From an optimization exercise on the open Yosys and OpenROAD flow, aimed at small area, a short achievable clock period and few clock cycles; shortcuts taken in it are not production practice. At most, simulation tests tie the RTL to the original design; equivalence was not proved. No activity file was given, so power comes from the tool's default toggle rates.

// tpb_codec
module tpb_codec (
    input  wire        clk,
    input  wire        rst,         
    input  wire        cmd_valid,
    output wire        cmd_ready,
    input  wire [31:0] cmd_word,
    input  wire [63:0] cmd_opd,
    input  wire [15:0] cmd_flen,
    input  wire        frm_valid,
    output wire        frm_ready,
    input  wire [7:0]  frm_data,
    output wire        rsp_valid,
    output wire [7:0]  rsp_status,
    output wire [63:0] rsp_res
);
clock: 70.0 ns
lec_check: 0
abc_area: 1
cap_margin: 20
core_margin: 2
core_utilization: 60
cts_buf_list: sky130_fd_sc_hd__clkbuf_16
cts_cluster_diameter: 60
cts_cluster_size: 24
slew_margin: 20
synth_hierarchical: 1
standard.sh (not shown) runs the stock make flow with config.mk's settings and CLKGATE_MAP_FILE= SYNTH_SCRIPT=/design/flow/synth_recipe.tcl, a recipe that flattens the netlist after the stock synthesis.
==> flow/flow/run.sh <==
#!/bin/bash
# Layout flow: the standard flow (standard.sh, ORFS) with two settings
# that ORFS reads from the environment:
#  - BUFFER_PORTS_ARGS: the port buffers are sky130_fd_sc_hd__buf_2 cells
#    (every input and output port still gets its own buffer);
#  - CTS_ARGS: the clock tree is built as the standard flow builds it, but
#    without dummy load cells.
# The clock period, the SDC and every other step are the standard flow's.
set -euo pipefail
export BUFFER_PORTS_ARGS="-buffer_cell sky130_fd_sc_hd__buf_2"
export CTS_ARGS="-sink_clustering_enable -repair_clock_nets -dont_use_dummy_load -sink_clustering_size 24 -sink_clustering_max_diameter 60 -buf_list sky130_fd_sc_hd__clkbuf_16"
bash standard.sh > standard.log 2>&1
Change:
Settings changed: CORE_UTILIZATION 60 to 40, GPL_TIMING_DRIVEN set to 1.
Outcome: Area after synthesis does not change; first-iteration DRC count is lower by 0.71%; count of clock-buffer cells in the layout increases by 1; register-to-register slack loses 0.05 ns; via count barely changes; maximum frequency went up by 0.92%; design area grows by 1.3%; total power went up by 0.59%; hold slack loses 0.046 ns; routed wire length climbs by 7.5%; synthesized cell count does not change.
Function was not checked in any run of this note: the RTL went through the layout flow alone.

* * *

Another version of the RTL of tpb_codec (not shown whole).
Size: about 5200 cells after synthesis, roughly 200 I/O pins.
// tpb_codec
module tpb_codec (
    input  wire        clk,
    input  wire        rst,         
    input  wire        cmd_valid,
    output wire        cmd_ready,
    input  wire [31:0] cmd_word,
    input  wire [63:0] cmd_opd,
    input  wire [15:0] cmd_flen,
    input  wire        frm_valid,
    output wire        frm_ready,
    input  wire [7:0]  frm_data,
    output wire        rsp_valid,
    output wire [7:0]  rsp_status,
    output wire [63:0] rsp_res
);
clock: 70.0 ns
lec_check: 0
abc_area: 1
cap_margin: 20
core_margin: 2
core_utilization: 40
cts_buf_list: sky130_fd_sc_hd__clkbuf_16
cts_cluster_diameter: 75
cts_cluster_size: 30
slew_margin: 20
synth_hierarchical: 1
==> flow/flow/run.sh <==
#!/bin/bash
# Layout flow: the standard flow (standard.sh, ORFS) with two settings
# that ORFS reads from the environment:
#  - BUFFER_PORTS_ARGS: the port buffers are sky130_fd_sc_hd__buf_2 cells
#    (every input and output port still gets its own buffer);
#  - CTS_ARGS: the clock tree is built as the standard flow builds it, but
#    without dummy load cells.
# The clock period, the SDC and every other step are the standard flow's.
set -euo pipefail
export BUFFER_PORTS_ARGS="-buffer_cell sky130_fd_sc_hd__buf_2"
export CTS_ARGS="-sink_clustering_enable -repair_clock_nets -dont_use_dummy_load -sink_clustering_size 30 -sink_clustering_max_diameter 75 -buf_list sky130_fd_sc_hd__clkbuf_16"
bash standard.sh > standard.log 2>&1
Change:
--- a/flow/flow/run.sh
+++ b/flow/flow/run.sh
@@ -9,4 +9,4 @@
 set -euo pipefail
 export BUFFER_PORTS_ARGS="-buffer_cell sky130_fd_sc_hd__buf_2"
-export CTS_ARGS="-sink_clustering_enable -repair_clock_nets -dont_use_dummy_load -sink_clustering_size 30 -sink_clustering_max_diameter 75 -buf_list sky130_fd_sc_hd__clkbuf_16"
+export CTS_ARGS="-sink_clustering_enable -repair_clock_nets -dont_use_dummy_load -sink_clustering_size 14 -sink_clustering_max_diameter 45 -buf_list sky130_fd_sc_hd__clkbuf_8"
 bash standard.sh > standard.log 2>&1
CTS_BUF_LIST = sky130_fd_sc_hd__clkbuf_8   (was sky130_fd_sc_hd__clkbuf_16)
CTS_CLUSTER_DIAMETER = 45   (was 75)
CTS_CLUSTER_SIZE = 14   (was 30)
Result:
- via count went up by 1.5%
- flip-flop and latch count is unchanged
- cell count is higher by 1.2%
Change:
--- a/flow/flow/run.sh
+++ b/flow/flow/run.sh
@@ -9,4 +9,4 @@
 set -euo pipefail
 export BUFFER_PORTS_ARGS="-buffer_cell sky130_fd_sc_hd__buf_2"
-export CTS_ARGS="-sink_clustering_enable -repair_clock_nets -dont_use_dummy_load -sink_clustering_size 14 -sink_clustering_max_diameter 45 -buf_list sky130_fd_sc_hd__clkbuf_8"
+export CTS_ARGS="-sink_clustering_enable -repair_clock_nets -dont_use_dummy_load -sink_clustering_size 28 -sink_clustering_max_diameter 70 -buf_list \"sky130_fd_sc_hd__clkbuf_8 sky130_fd_sc_hd__clkbuf_16\""
 bash standard.sh > standard.log 2>&1
CTS_BUF_LIST = sky130_fd_sc_hd__clkbuf_8 sky130_fd_sc_hd__clkbuf_16   (was sky130_fd_sc_hd__clkbuf_8)
CTS_CLUSTER_DIAMETER = 70   (was 45)
CTS_CLUSTER_SIZE = 28   (was 14)
After rerunning:
- cell count fell by 1.1%
- combinational power stays flat
- maximum frequency grows by 1.1%
- non-clock buffer count does not change
- first-iteration DRC count went up by 1.9%
- count of clock-buffer cells in the layout came out lower by 80
- wire length drops by 1.2%
- power went down by 0.35%
- global-route usage drops by 0.32 points
Change:
--- a/flow/flow/run.sh
+++ b/flow/flow/run.sh
@@ -9,4 +9,4 @@
 set -euo pipefail
 export BUFFER_PORTS_ARGS="-buffer_cell sky130_fd_sc_hd__buf_2"
-export CTS_ARGS="-sink_clustering_enable -repair_clock_nets -dont_use_dummy_load -sink_clustering_size 28 -sink_clustering_max_diameter 70 -buf_list \"sky130_fd_sc_hd__clkbuf_8 sky130_fd_sc_hd__clkbuf_16\""
+export CTS_ARGS="-sink_clustering_enable -repair_clock_nets -dont_use_dummy_load -sink_clustering_size 18 -sink_clustering_max_diameter 50 -buf_list sky130_fd_sc_hd__clkbuf_8"
 bash standard.sh > standard.log 2>&1
CTS_BUF_LIST = sky130_fd_sc_hd__clkbuf_8   (was sky130_fd_sc_hd__clkbuf_8 sky130_fd_sc_hd__clkbuf_16)
CTS_CLUSTER_DIAMETER = 50   (was 70)
CTS_CLUSTER_SIZE = 18   (was 28)
After rerunning: Cell count rises by 0.78%; setup slack gets worse by 170 ps; global-route usage went up by 0.22 points; design area decreases by about 0.33%; flip-flop and latch count does not change; worst hold slack degrades by 14 ps; via count went up by 0.72%; power came out lower by about 2%.
No functional check of the RTL was part of any run of this note.

* * *

Setup of violet:
Another version of the RTL of tpb_codec (not shown whole).
Size in the first run: ~4,700 cells after synthesis, ~200 I/O pins, about 51,000 sq um of cells after synthesis.
==> flow/design.v (excerpt) <==
module tpb_codec (
    input  wire        clk,
    input  wire        rst,         
    input  wire        cmd_valid,
    output wire        cmd_ready,
    input  wire [31:0] cmd_word,
    input  wire [63:0] cmd_opd,
    input  wire [15:0] cmd_flen,
    input  wire        frm_valid,
    output wire        frm_ready,
    input  wire [7:0]  frm_data,
    output wire        rsp_valid,
    output wire [7:0]  rsp_status,
    output wire [63:0] rsp_res
);
export LEC_CHECK = 0
export ABC_AREA = 1
export CAP_MARGIN = 20
export CORE_MARGIN = 2
export CORE_UTILIZATION = 40
export CTS_BUF_LIST = sky130_fd_sc_hd__clkbuf_16
export CTS_CLUSTER_DIAMETER = 75
export CTS_CLUSTER_SIZE = 30
export SLEW_MARGIN = 70
export SYNTH_HIERARCHICAL = 1
create_clock -name core_clock -period 70.0 [get_ports {clk}]
==> flow/flow/run.sh <==
#!/bin/bash
# Layout flow: the standard flow (standard.sh, ORFS) with two settings
# that ORFS reads from the environment:
#  - BUFFER_PORTS_ARGS: the port buffers are sky130_fd_sc_hd__buf_2 cells
#    (every input and output port still gets its own buffer);
#  - CTS_ARGS: the clock tree is built as the standard flow builds it, but
#    without dummy load cells.
# The clock period, the SDC and every other step are the standard flow's.
set -euo pipefail
export BUFFER_PORTS_ARGS="-buffer_cell sky130_fd_sc_hd__buf_2"
export CTS_ARGS="-sink_clustering_enable -repair_clock_nets -dont_use_dummy_load -sink_clustering_size 30 -sink_clustering_max_diameter 75 -buf_list sky130_fd_sc_hd__clkbuf_16"
bash standard.sh > standard.log 2>&1
violet | status: complete | timing, DRC, antenna: pass
Setup changes, violet to willow
- SLEW_MARGIN now 20, was 70
Relative to violet, relative area change from synthesis to final layout has decreased by 0.98 points in willow. Summary of willow over violet: worst ir drop on vdd rose about 19%, die area about even. Diff violet -> willow | footprint of the multi-input gates | decrease of about 2.7%. The higher clock-cell share of area of violet and willow is in willow. For number of non-clock inverters in the layout, violet and willow come out practically identical. Post-placement cell area down 460 sq um in willow wrt violet. willow vs. violet: cell area now sits lower, setup slack now sits lower, share of power burned in the clock network now sits higher. In terms of via count of the first global-routing pass, violet and willow differ only marginally.
No run of this note included a check of the RTL's function; only the layout flow was run.

* * *

Another version of the RTL of tpb_codec (not shown whole).
For scale: about 200 I/O pins, ~0.051 mm2 of cells after synthesis.
export LEC_CHECK = 0
export ABC_AREA = 1
export CAP_MARGIN = 20
export CORE_MARGIN = 2
export CORE_UTILIZATION = 40
export CTS_BUF_LIST = sky130_fd_sc_hd__clkbuf_16
export CTS_CLUSTER_DIAMETER = 75
export CTS_CLUSTER_SIZE = 30
export PLACE_DENSITY = 0.9
export SLEW_MARGIN = 20
export SYNTH_HIERARCHICAL = 1
create_clock -name core_clock -period 70.0 [get_ports {clk}]
Scripts as last shown in full above: flow/flow/run.sh
Testbench counts at the start, summed over its fixed seeds: cycles 41,912.
Edit:
CORE_UTILIZATION = 55   (was 40)
PLACE_DENSITY = 0.8   (was 0.9)
After rerunning: Worst hold slack is worse by 0.026 ns. Clock-buffer cell count grows by 1. Wire length falls by 5.3%.

port drivers added, routing unchanged:
Ports are ideal in the flow. The routed layouts listed here were re-timed in OpenROAD.
Step 1 assumes that a clkbuf_16 drives the clock port and a buf_2 every other input.
Step 2 adds t to the input delays and takes it off the output delays; t is the mean of the earliest and latest rising clock arrival at the registers after step 1. Input paths then give back, and output paths get back, about the clock's delay inside the block.
a / b / c = ideal / step 1 / step 2; a / b = the first two.
run | t (ns) | setup WS [ns] | hold slack, ns | worst setup path at the end | latest minus earliest clock arrival (ns)
the first run of note 1 | 0.713 | 54.345 / 54.392 / 53.679 | 0.286 / 0.286 / 0.286 | input to register | 0.102 / 0.102
the second run of note 1 | 0.758 | 54.488 / 54.418 / 53.734 | 0.240 / 0.240 / 0.240 | input to register | 0.127 / 0.127
the first run of note 2 | 0.729 | 54.554 / 54.587 / 53.878 | 0.224 / 0.224 / 0.224 | input to register | 0.144 / 0.144
the second run of note 2 | 0.923 | 54.408 / 54.329 / 53.928 | 0.263 / 0.263 / 0.263 | input to register | 0.128 / 0.128
the third run of note 2 | 0.737 | 54.576 / 54.505 / 53.915 | 0.250 / 0.250 / 0.250 | input to register | 0.156 / 0.156
the fourth run of note 2 | 0.886 | 54.408 / 54.328 / 53.946 | 0.236 / 0.236 / 0.236 | input to register | 0.150 / 0.150
violet | 0.730 | 54.601 / 54.523 / 53.996 | 0.267 / 0.267 / 0.267 | input to register | 0.133 / 0.133
willow | 0.732 | 54.546 / 54.467 / 53.948 | 0.219 / 0.219 / 0.219 | input to register | 0.149 / 0.149
the first run of note 4 | 0.682 | 54.743 / 54.682 / 54.109 | 0.278 / 0.278 / 0.278 | input to register | 0.088 / 0.087
the second run of note 4 | 0.708 | 54.553 / 54.480 / 54.196 | 0.252 / 0.252 / 0.252 | input to register | 0.103 / 0.102
After both steps setup and hold are still met in every run listed. The setup slack of the second run of note 1, which loses most, moves by -0.070 ns with the drivers and by -0.754 ns with both steps.
